This design comes from an exercise in tuning for small area, a short achievable clock period and few clock cycles per item on the open sky130 flow, not from production work. Where RTL was checked, it was by simulation tests only, not by an equivalence proof against the original.

==> willow: inputs <==
==> flow/design.v (excerpt) <==
module iac_core (
    input  wire        clk,
    input  wire        rst,
    input  wire        cmd_valid,
    output reg         cmd_ready,
    input  wire [31:0] cmd,
    input  wire [63:0] cursor,
    input  wire [3:0]  coil_in,
    input  wire [31:0] now_ms,
    output reg         rsp_valid,
    output reg  [1:0]  rsp_status,
    output reg  [88:0] rsp_data,
    output reg         ent_valid,
    output reg  [36:0] ent_data,
    output wire [3:0]  coil_out,
    output reg         coil_wr,
    output wire        drv_power,
    output wire        drv_moving_o,
    output wire [15:0] tick_ms
);
Settings: LEC_CHECK=0, ABC_CLOCK_PERIOD_IN_PS=3000, CAP_MARGIN=20, CORE_MARGIN=2, CORE_UTILIZATION=60, PLACE_DENSITY=0.7, SETUP_SLACK_MARGIN=5, SLEW_MARGIN=20; clock period 10.0 ns.
run.sh (not shown) runs the stock make flow with config.mk's settings and CLKGATE_MAP_FILE= SYNTH_SCRIPT=/design/flow/synth_recipe.tcl, a recipe that flattens the netlist after the stock synthesis.
==> xenon: changes against willow <==
--- a/flow/design.v
+++ b/flow/design.v
@@ -115,16 +115,28 @@
         begin
             x = a ^ b;
             r = x[0];
             for (i = 0; i < 31; i = i + 1)
                 r = r & (x[i+1] ~^ (x[i] & b[i]));
             eqp1_32 = r;
         end
     endfunction
+    function eqp1_6(input [5:0] a, input [5:0] b);
+        integer i;
+        reg [5:0] x;
+        reg r;
+        begin
+            x = a ^ b;
+            r = x[0];
+            for (i = 0; i < 5; i = i + 1)
+                r = r & (x[i+1] ~^ (x[i] & b[i]));
+            eqp1_6 = r;
+        end
+    endfunction
     function eqp1_26(input [25:0] a, input [25:0] b);
         integer i;
         reg [25:0] x;
         reg r;
         begin
             x = a ^ b;
             r = x[0];
             for (i = 0; i < 25; i = i + 1)
@@ -139,17 +151,18 @@
     reg [15:0] drv_tick_ms;
     reg [3:0]  drv_coil_out;
     reg [3:0]  mon_raw;
     reg [31:0] mon_last_change;
     reg        mon_lp_valid;
     reg [1:0]  mon_lp;
     reg [31:0] mon_pos;
     reg [1:0]  mon_dir;
-    reg [4:0]  log_head;            
+    wire [4:0] log_head = log_total[4:0];
+    reg  [4:0] log_tail;            
     reg [5:0]  log_count;
     reg        log_ovf;
     reg [31:0] log_total, log_gen;
     reg [36:0] log_buf [0:31];
     assign coil_out     = drv_coil_out;
     assign drv_power    = drv_enabled;
     assign drv_moving_o = drv_moving;
     assign tick_ms      = drv_tick_ms;
@@ -157,20 +170,18 @@
     reg [4:0]  s1_op;
     reg        s1_legal;
     reg        s1_stream;           
     reg        s1_d;
     reg [23:0] s1_arg;
     reg [3:0]  s1_coil;
     reg [31:0] s1_now;
     reg [5:0]  s1_dlo;              
-    reg        s1_dhz;              
-    reg        s1_dm1;              
+    reg        s1_used;             
     reg [4:0]  s1_start;            
-    reg        s1_app;              
     reg [31:0] str_ptr;             
     reg [5:0]  str_rem;             
     reg        emit2;               
     wire go = s1_v && cmd_ready;
     wire [4:0]  i_op  = cmd[31:27];
     wire        i_d   = cmd[26];
     wire [1:0]  i_rsv = cmd[25:24];
     wire [23:0] i_arg = cmd[23:0];
@@ -191,28 +202,16 @@
                 i_legal = (i_rsv == 2'b00) && !i_d && (i_arg[23:2] == 22'd0);
             OP_PT_CLASSIFY:
                 i_legal = (i_rsv == 2'b00) && !i_d && (i_arg[23:4] == 20'd0);
             default:
                 i_legal = 1'b0;
         endcase
     end
     wire i_stream = i_legal && (i_op == OP_LOG_DRAIN || i_op == OP_LOG_EXPORT);
-    wire        i_geq   = (cursor[63:32] == log_gen);
-    wire [31:0] i_cs    = cursor[31:0];
-    wire [31:0] i_dlo_w = sub32({26'd0, log_total[5:0]}, {26'd0, i_cs[5:0]});
-    wire [6:0]  i_dlo_e = i_dlo_w[6:0];
-    wire        i_dhz_e = i_dlo_e[6] ? eqp1_26(log_total[31:6], i_cs[31:6])
-                                     : (log_total[31:6] == i_cs[31:6]);
-    wire        i_dm1_e = eqp1_32(i_cs, log_total);
-    wire [5:0]  i_dlo   = i_geq ? i_dlo_e[5:0] : log_total[5:0];
-    wire        i_dhz   = i_geq ? i_dhz_e : (log_total[31:6] == 26'd0);
-    wire        i_dm1   = i_geq ? i_dm1_e : (&log_total);
-    wire [31:0] i_start_w = sub32({27'd0, log_head}, {27'd0, i_dlo[4:0]});
-    wire [4:0]  i_start = i_start_w[4:0];
     wire [4:0]  op   = s1_op;
     wire        dbit = s1_d;
     wire [23:0] arg  = s1_arg;
     wire x_tick   = s1_legal && op == OP_DRV_TICK;
     wire x_edge   = s1_legal && op == OP_MON_EDGE;
     wire x_drain  = s1_legal && op == OP_LOG_DRAIN;
     wire [1:0]  tick_phase = (drv_dir == DIR_FWD) ? drv_phase + 2'd1 : drv_phase - 2'd1;
     wire [31:0] tick_pos   = step32(drv_pos, drv_dir == DIR_FWD);
@@ -230,31 +229,50 @@
         else if (edge_cls[2])         edge_tk = TK_NOPHASE;
         else if (!mon_lp_valid)       edge_tk = TK_INIT;
         else if (edge_d == 2'd1)      edge_tk = TK_FWD;
         else if (edge_d == 2'd3)      edge_tk = TK_REV;
         else if (edge_d == 2'd0)      edge_tk = TK_NULL;
         else                          edge_tk = TK_SKIP;
     end
     wire x_append = x_edge && edge_chg;
-    wire [31:0] head_p1  = step32({27'd0, log_head}, 1'b1);
+    wire [31:0] tail_p1  = step32({27'd0, log_tail}, 1'b1);
     wire [31:0] count_p1 = step32({26'd0, log_count}, 1'b1);
     wire [31:0] elapsed = sub32(s1_now, mon_last_change);
     wire        is_idle = (elapsed[31:9] != 23'd0) || gt9(elapsed[8:0], IDLE_TIMEOUT_MS[8:0]);
-    wire [31:0] dlo_p1 = step32({26'd0, s1_dlo}, 1'b1);
-    wire [5:0]  d_lo = s1_app ? dlo_p1[5:0] : s1_dlo;
-    wire        d_hz = s1_app ? (s1_dm1 || (s1_dhz && s1_dlo != 6'd63)) : s1_dhz;
-    wire        d_small = d_hz && lt6(d_lo, log_count);
-    wire [5:0]  drain_n = d_small ? d_lo : log_count;
-    wire        use_d   = x_drain && d_small;
-    wire [5:0]  str_n   = use_d ? d_lo : log_count;
-    wire [31:0] tail_w  = sub32({27'd0, log_head}, {27'd0, log_count[4:0]});
-    wire [4:0]  str_start = use_d ? s1_start : tail_w[4:0];
+    wire        x_clear  = s1_legal && op == OP_LOG_CLEAR;
+    wire        app_now  = go && x_append;
+    wire        clr_now  = go && x_clear;
+    wire [31:0] total_p1 = step32(log_total, 1'b1);
+    wire        i_geq    = (cursor[63:32] == log_gen);
+    wire [31:0] i_cs     = cursor[31:0];
+    wire [31:0] c_dla_w  = sub32({26'd0, log_total[5:0]}, {26'd0, i_cs[5:0]});
+    wire [31:0] c_dlb_w  = sub32({26'd0, total_p1[5:0]}, {26'd0, i_cs[5:0]});
+    wire        c_hza    = c_dla_w[6] ? eqp1_26(log_total[31:6], i_cs[31:6])
+                                      : (log_total[31:6] == i_cs[31:6]);
+    wire        c_m1a    = eqp1_32(i_cs, log_total);
+    wire        c_hzb    = c_m1a || (c_hza && c_dla_w[5:0] != 6'd63);
+    wire        z_hza    = (log_total[31:6] == 26'd0);
+    wire        z_hzb    = (total_p1[31:6] == 26'd0);
+    wire [5:0]  dlo_a    = i_geq ? c_dla_w[5:0] : log_total[5:0];
+    wire [5:0]  dlo_b    = i_geq ? c_dlb_w[5:0] : total_p1[5:0];
+    wire        hz_a     = i_geq ? c_hza : z_hza;
+    wire        hz_b     = i_geq ? c_hzb : z_hzb;
+    wire [5:0]  cnt_b    = (log_count == 6'd32) ? log_count : count_p1[5:0];
+    wire        used_a   = hz_a && lt6(dlo_a, log_count);
+    wire        used_b   = hz_b && lt6(dlo_b, cnt_b);
+    wire        i_used   = !clr_now && (app_now ? used_b : used_a);
+    wire [5:0]  i_dlo    = app_now ? dlo_b : dlo_a;
+    wire [4:0]  i_start  = i_geq ? i_cs[4:0] : 5'd0;
+    wire [5:0]  drain_n = s1_used ? s1_dlo : log_count;
+    wire        use_d   = x_drain && s1_used;
+    wire [5:0]  str_n   = use_d ? s1_dlo : log_count;
+    wire [31:0] start_oh = use_d ? (32'd1 << s1_start) : (32'd1 << log_tail);
     wire        new_str   = go && s1_stream;
-    wire [31:0] rd_sel    = new_str ? (32'd1 << str_start) : str_ptr;
+    wire [31:0] rd_sel    = new_str ? start_oh : str_ptr;
     wire        ent_v_nx  = new_str ? (str_n != 6'd0) : (str_rem != 6'd0);
     wire [5:0]  rem_src   = new_str ? str_n : str_rem;
     wire [31:0] rem_m1    = step32({26'd0, rem_src}, 1'b0);
     wire [5:0]  rem_nx    = (rem_src != 6'd0) ? rem_m1[5:0] : 6'd0;
     wire        emit2_nx  = go && x_tick && drv_moving && tick_last;
     wire        s1_v_nx   = cmd_ready ? cmd_valid : s1_v;
     wire        s1_str_nx = cmd_ready ? i_stream : s1_stream;
     wire [5:0]  t_nx      = new_str ? str_n : str_rem;
@@ -279,20 +297,18 @@
         if (cmd_ready) begin
             s1_op     <= i_op;
             s1_legal  <= i_legal;
             s1_d      <= i_d;
             s1_arg    <= i_arg;
             s1_coil   <= coil_in;
             s1_now    <= now_ms;
             s1_dlo    <= i_dlo;
-            s1_dhz    <= i_dhz;
-            s1_dm1    <= i_dm1;
+            s1_used   <= i_used;
             s1_start  <= i_start;
-            s1_app    <= go && x_append;
         end
     end
     reg [88:0] rd_nx;
     always @(*) begin
         rd_nx = 89'd0;
         if (s1_legal) begin
             case (op)
             OP_DRV_TICK:         rd_nx[0] = drv_moving;
@@ -347,17 +363,17 @@
             drv_tick_ms     <= TICK_RESET;
             drv_coil_out    <= 4'b0000;
             mon_raw         <= 4'b0000;
             mon_last_change <= 32'd0;
             mon_lp_valid    <= 1'b0;
             mon_lp          <= 2'd0;
             mon_pos         <= 32'd0;
             mon_dir         <= DIR_NONE;
-            log_head        <= 5'd0;
+            log_tail        <= 5'd0;
             log_count       <= 6'd0;
             log_ovf         <= 1'b0;
             log_total       <= 32'd0;
             log_gen         <= 32'd0;
         end else begin
             cmd_ready <= rdy_nx;
             s1_v      <= s1_v_nx;
             s1_stream <= s1_str_nx;
@@ -413,22 +429,23 @@
                                 drv_enabled <= 1'b0;
                             end
                         end
                     end
                 end
                 OP_DRV_SET_INTERVAL: drv_tick_ms <= clamped_tick;
                 OP_MON_EDGE: begin
                     if (edge_chg) begin
-                        log_head <= head_p1[4:0];
-                        if (log_count == 6'd32)
+                        if (log_count == 6'd32) begin
                             log_ovf  <= 1'b1;
+                            log_tail <= tail_p1[4:0];
+                        end
                         else
                             log_count <= count_p1[5:0];
-                        log_total <= step32(log_total, 1'b1);
+                        log_total <= total_p1;
                         if (!edge_cls[2]) begin
                             mon_lp       <= edge_cls[1:0];
                             mon_lp_valid <= 1'b1;
                             if (edge_tk == TK_FWD) begin
                                 mon_dir <= DIR_FWD;
                                 mon_pos <= step32(mon_pos, 1'b1);
                             end else if (edge_tk == TK_REV) begin
                                 mon_dir <= DIR_REV;
@@ -439,17 +456,17 @@
                         mon_last_change <= s1_now;
                     end
                 end
                 OP_MON_POLL_IDLE: begin
                     if (is_idle) mon_dir <= DIR_NONE;
                 end
                 OP_LOG_CLEAR: begin
                     log_count <= 6'd0;
-                    log_head  <= 5'd0;
+                    log_tail  <= 5'd0;
                     log_ovf   <= 1'b0;
                     log_total <= 32'd0;
                     log_gen   <= step32(log_gen, 1'b1);
                 end
                 OP_RESET_POSITIONS: begin
                     drv_pos   <= 32'd0;
                     mon_pos   <= 32'd0;
                     drv_total <= 32'd0;
==> flow/flow/run.sh (new file) <==
#!/bin/bash
set -euo pipefail
bash standard.sh SETUP_SLACK_MARGIN=6.5 finish > standard_make.log 2>&1
==> flow/standard.sh (new file) <==
#!/bin/bash
# synth_recipe.tcl (not shown) runs the flow's synth.tcl, then flattens the netlist and writes it again
# the make line also repeats each setting of config.mk as NAME=value (left out here)
make -C /OpenROAD-flow-scripts/flow DESIGN_CONFIG=/design/flow/config.mk WORK_HOME=/design/flow/orfs CLKGATE_MAP_FILE= SYNTH_SCRIPT=/design/flow/synth_recipe.tcl "${@:-finish}"
Settings changed: SETUP_SLACK_MARGIN 5 to not set.
removed: flow/run.sh
==> comparison <==
- xenon produced a clean layout. willow finished with timing, DRC and antenna clean.
- Between xenon and willow, the lower register-to-register slack is in willow (gap 1.1 ns).
- Of xenon and willow, xenon has the higher critical path depth (gap 1).
- Of willow and xenon, willow has the higher sequential share of layout area (gap 2.9 points).
- Between xenon and willow, the lower area after synthesis is in willow (gap 0.26%, measured against willow).
- Against xenon, the non-clock buffer count of willow is lower by 141.
- In willow the via count is smaller than in xenon, by about 3.6%.
Testbench counts of xenon, summed over its fixed seeds: cycles 32,015, commands 24,000.
Function not checked in willow: the RTL went through the layout flow alone.

port drivers added, routing unchanged:
How much do the figures lean on ideal ports? The routed layouts below were timed once more, with nothing changed but the port constraints.
Step 1 (the two cells are an assumption about what drives the block):
set clk [get_ports {clk}]
set_driving_cell -lib_cell sky130_fd_sc_hd__clkbuf_16 $clk
set_driving_cell -lib_cell sky130_fd_sc_hd__buf_2 [delete_from_list [all_inputs] $clk]
Step 2 times the ports against the registers' clock, not the clock port: input delays grow and output delays shrink by t, the midpoint of the rising clock arrivals with the driver on.
Slacks: ideal ports / drivers / drivers and shift; pairs: ideal ports / drivers.
| run | shift t [ns] | setup WS [ns] | worst hold slack (ns) | worst setup path after step 2 | slew at the worst register clock pin (ns) |
|---|---|---|---|---|---|
| willow | 0.852 | 5.083 / 5.083 / 4.539 | 0.455 / 0.455 / 0.455 | input to register | 0.07 / 0.07 |
| xenon | 0.852 | 6.231 / 6.231 / 5.495 | 0.478 / 0.478 / 0.478 | input to register | 0.07 / 0.07 |
After both steps every run listed still meets setup and hold. For xenon, which loses most, drivers alone change the setup slack by 0.000 ns; drivers and shift together by -0.736 ns.
